This design comes from an exercise in tuning for small area on the open sky130 flow, not from production work.
At most, simulation tests tie the RTL to the original design; equivalence was not proved.
Power figures rest on the tool's default switching activity, not on a simulated workload.

Design sha512_engine, start of the top module:
module sha512_engine (
  input  wire        clk,
  input  wire        rst,           
  input  wire        req_valid,
  input  wire        req_we,
  input  wire [6:0]  req_addr,
  input  wire [63:0] req_wdata,
  output wire        req_ready,
  output reg         rsp_valid,
  output wire [63:0] rsp_rdata
);
clock: 16.0 ns
lec_check: 0
cap_margin: 20
core_margin: 2
core_utilization: 55
cts_buf_list: sky130_fd_sc_hd__clkbuf_2 sky130_fd_sc_hd__clkbuf_4 sky130_fd_sc_hd__clkbuf_8
place_density: 0.65
slew_margin: 20
synth_memory_max_bits: 16384
run.sh (not shown) runs the stock make flow with config.mk's settings and CLKGATE_MAP_FILE= SYNTH_SCRIPT=/design/flow/synth_recipe.tcl, a recipe that flattens the netlist after the stock synthesis.
The starting point finished with timing, DRC and antenna clean.
Change:
==> flow/flow/run.sh (new file) <==
#!/bin/bash
# Own layout flow: the standard ORFS flow with an area-oriented ABC
# script in synthesis and a clock tree built from smaller buffers without
# dummy loads.  Each tool's output is in orfs/logs/; make's own output in
# flow_make.log.
set -euo pipefail
WORK=$PWD
export AREA_ABC_SCRIPT=$WORK/flow/area.abc
CTS="-sink_clustering_enable -repair_clock_nets -dont_use_dummy_load"
CTS="$CTS -buf_list {sky130_fd_sc_hd__clkbuf_4 sky130_fd_sc_hd__clkbuf_8}"
CTS="$CTS -sink_clustering_size 24"
bash standard.sh SYNTH_SCRIPT=$WORK/flow/synth_area.tcl "CTS_ARGS=$CTS" finish > $WORK/flow_make.log 2>&1
==> flow/flow/area.abc (new file) <==
strash
&get -n
&st
&syn2
&dch
&nf -R 1000
&put
strash
&get -n
&st
&synch2
&dch -f
&nf -a -R 1000
&put
strash
&get -n
&st
&synch2
&dch -f
&nf -p -a -R 1000
&put
topo
stime -c
buffer -c
upsize -c
dnsize -c
stime -c
==> flow/flow/synth_area.tcl (new file) <==
# synth_recipe.tcl with one change: Yosys's abc pass runs flow/area.abc, an
# area-oriented mapping script, in place of ORFS's default script.
proc synth {args} { yosys synth -nofsm -noshare {*}$args }
proc abc {args} {
  set i [lsearch -exact $args -script]
  if { $i >= 0 } { lset args [expr { $i + 1 }] $::env(AREA_ABC_SCRIPT) }
  yosys abc {*}$args
}
source $::env(SCRIPTS_DIR)/synth.tcl
# left out here: clear keep_hierarchy, flatten, clean up, hide names made inside functions, write 1_2_yosys.v
==> flow/standard.sh (new file) <==
#!/bin/bash
# synth_recipe.tcl (not shown) runs the flow's synth.tcl, then flattens the netlist and writes it again
# the make line also repeats each setting of config.mk as NAME=value (left out here)
make -C /OpenROAD-flow-scripts/flow DESIGN_CONFIG=/design/flow/config.mk WORK_HOME=/design/flow/orfs CLKGATE_MAP_FILE= SYNTH_SCRIPT=/design/flow/synth_recipe.tcl "${@:-finish}"
Settings changed: CTS_BUF_LIST sky130_fd_sc_hd__clkbuf_2 sky130_fd_sc_hd__clkbuf_4 sky130_fd_sc_hd__clkbuf_8 to unset.
removed: flow/run.sh
Register-to-register slack got worse by 1.7 ns.
Combinational power came out higher to 2.5 times its value.
Final area came out lower by 6.2%.
Sequential share of layout area came out higher by 4.0 points.
Sequential power came out higher by about 10%.
Function was not checked in any run of this note: the RTL went through the layout flow alone.

Another version of the RTL of sha512_engine (not shown whole).
Size in the first run: roughly 3200 flip-flops, about 140 I/O pins, ~120000 sq um of cells after synthesis.
Design sha512_engine, start of the top module:
module sha512_engine (
  input  wire        clk,
  input  wire        rst,           
  input  wire        req_valid,
  input  wire        req_we,
  input  wire [6:0]  req_addr,
  input  wire [63:0] req_wdata,
  output wire        req_ready,
  output reg         rsp_valid,
  output wire [63:0] rsp_rdata
);
export LEC_CHECK = 0
export CAP_MARGIN = 20
export CORE_MARGIN = 2
export CORE_UTILIZATION = 50
export PLACE_DENSITY = 0.6
export SLEW_MARGIN = 20
export SYNTH_MEMORY_MAX_BITS = 16384
create_clock -name core_clock -period 16.0 [get_ports {clk}]
standard.sh (not shown) runs the stock make flow with config.mk's settings and CLKGATE_MAP_FILE= SYNTH_SCRIPT=/design/flow/synth_recipe.tcl, a recipe that flattens the netlist after the stock synthesis.
==> flow/flow/run.sh <==
#!/bin/bash
# Own layout flow: the standard ORFS flow with an area-oriented ABC
# script in synthesis, the smallest buffer on each port, a clock tree without
# dummy loads, and more antenna-repair rounds after detailed routing.  Each
# tool's output is in orfs/logs/; make's own output in flow_make.log.
set -euo pipefail
WORK=$PWD
export AREA_ABC_SCRIPT=$WORK/flow/area.abc
CTS="-sink_clustering_enable -repair_clock_nets -dont_use_dummy_load -buf_list {sky130_fd_sc_hd__clkbuf_4 sky130_fd_sc_hd__clkbuf_8} -sink_clustering_size 24"
bash standard.sh SYNTH_SCRIPT=$WORK/flow/synth_area.tcl "CTS_ARGS=$CTS" \
  "BUFFER_PORTS_ARGS=-buffer_cell sky130_fd_sc_hd__buf_1" MAX_REPAIR_ANTENNAS_ITER_DRT=8 \
  finish > $WORK/flow_make.log 2>&1
==> flow/flow/area.abc <==
strash
&get -n
&st
&syn2
&dch
&nf -R 1000
&put
strash
&get -n
&st
&synch2
&dch -f
&nf -a -R 1000
&put
strash
&get -n
&st
&synch2
&dch -f
&nf -p -a -R 1000
&put
topo
stime -c
buffer -c
upsize -c
dnsize -c
stime -c
==> flow/flow/synth_area.tcl <==
# synth_recipe.tcl with one change: Yosys's abc pass runs flow/area.abc, an
# area-oriented mapping script, in place of ORFS's default script.
proc synth {args} { yosys synth -nofsm -noshare {*}$args }
proc abc {args} {
  set i [lsearch -exact $args -script]
  if { $i >= 0 } { lset args [expr { $i + 1 }] $::env(AREA_ABC_SCRIPT) }
  yosys abc {*}$args
}
source $::env(SCRIPTS_DIR)/synth.tcl
# left out here: clear keep_hierarchy, flatten, clean up, hide names made inside functions, write 1_2_yosys.v
Next try:
--- a/flow/flow/run.sh
+++ b/flow/flow/run.sh
@@ -4 +4 @@
-# dummy loads, and more antenna-repair rounds after detailed routing.  Each
+# dummy loads, and antenna repair with a margin and more rounds.  Each
@@ -9 +9 @@
-CTS="-sink_clustering_enable -repair_clock_nets -dont_use_dummy_load -buf_list {sky130_fd_sc_hd__clkbuf_4 sky130_fd_sc_hd__clkbuf_8} -sink_clustering_size 24"
+CTS="-sink_clustering_enable -repair_clock_nets -dont_use_dummy_load -sink_buffer_max_cap_derate 1.0 -buf_list {sky130_fd_sc_hd__clkbuf_16} -sink_clustering_size 25 -sink_clustering_max_diameter 80 -clustering_exponent 2"
@@ -11,0 +12 @@
+  PRE_GLOBAL_ROUTE_TCL=$WORK/flow/antenna.tcl PRE_DETAIL_ROUTE_TCL=$WORK/flow/antenna.tcl \
==> flow/flow/antenna.tcl (new file) <==
# Sourced before global and detailed routing: every antenna repair aims 30%
# below the antenna ratio limits, so that the few long, lightly loaded nets
# do not need round after round of re-routing.
if { [llength [info commands repair_antennas_std]] == 0 } {
  rename repair_antennas repair_antennas_std
  proc repair_antennas { args } { repair_antennas_std {*}$args -ratio_margin 30 }
}
After rerunning: The changed run ran to the end with no violations. Routed wire length is lower by 1.0%. Hold slack gets better by 0.067 ns. Final area is lower by 2.0%.

-- what the ideal ports hide --
The flow's constraints put no driver on any port. The routed layouts listed below were extracted and timed again, unchanged, in two steps. Step 1 sets driving cells, clkbuf_16 on the clock port and buf_2 on the other inputs (assumed; they add their load-dependent delay and slew). Step 2 moves the port delays by t, midway between the first and last clock arrival at a register: inputs arrive t later, outputs are due t later. That takes back most of the time a late clock gives input paths. a / b / c = ideal ports / drivers / drivers and shift; a / b = the first two.
| run | t (ns) | setup slack, ns | hold WS [ns] | cell pins on the clock port's net |
|---|---|---|---|---|
| the first run of note 1 | 1.194 | 2.237 / 2.131 / 2.765 | 0.220 / 0.220 / 0.220 | 1 |
| the second run of note 1 | 1.156 | 1.033 / 1.033 / 1.033 | 0.243 / 0.243 / 0.243 | 1 |
| the first run of note 2 | 1.208 | 4.570 / 4.570 / 4.570 | 0.226 / 0.226 / 0.226 | 1 |
| the second run of note 2 | 0.963 | 4.712 / 4.712 / 4.712 | 0.293 / 0.293 / 0.293 | 1 |
After both steps setup and hold are still met in every run listed.
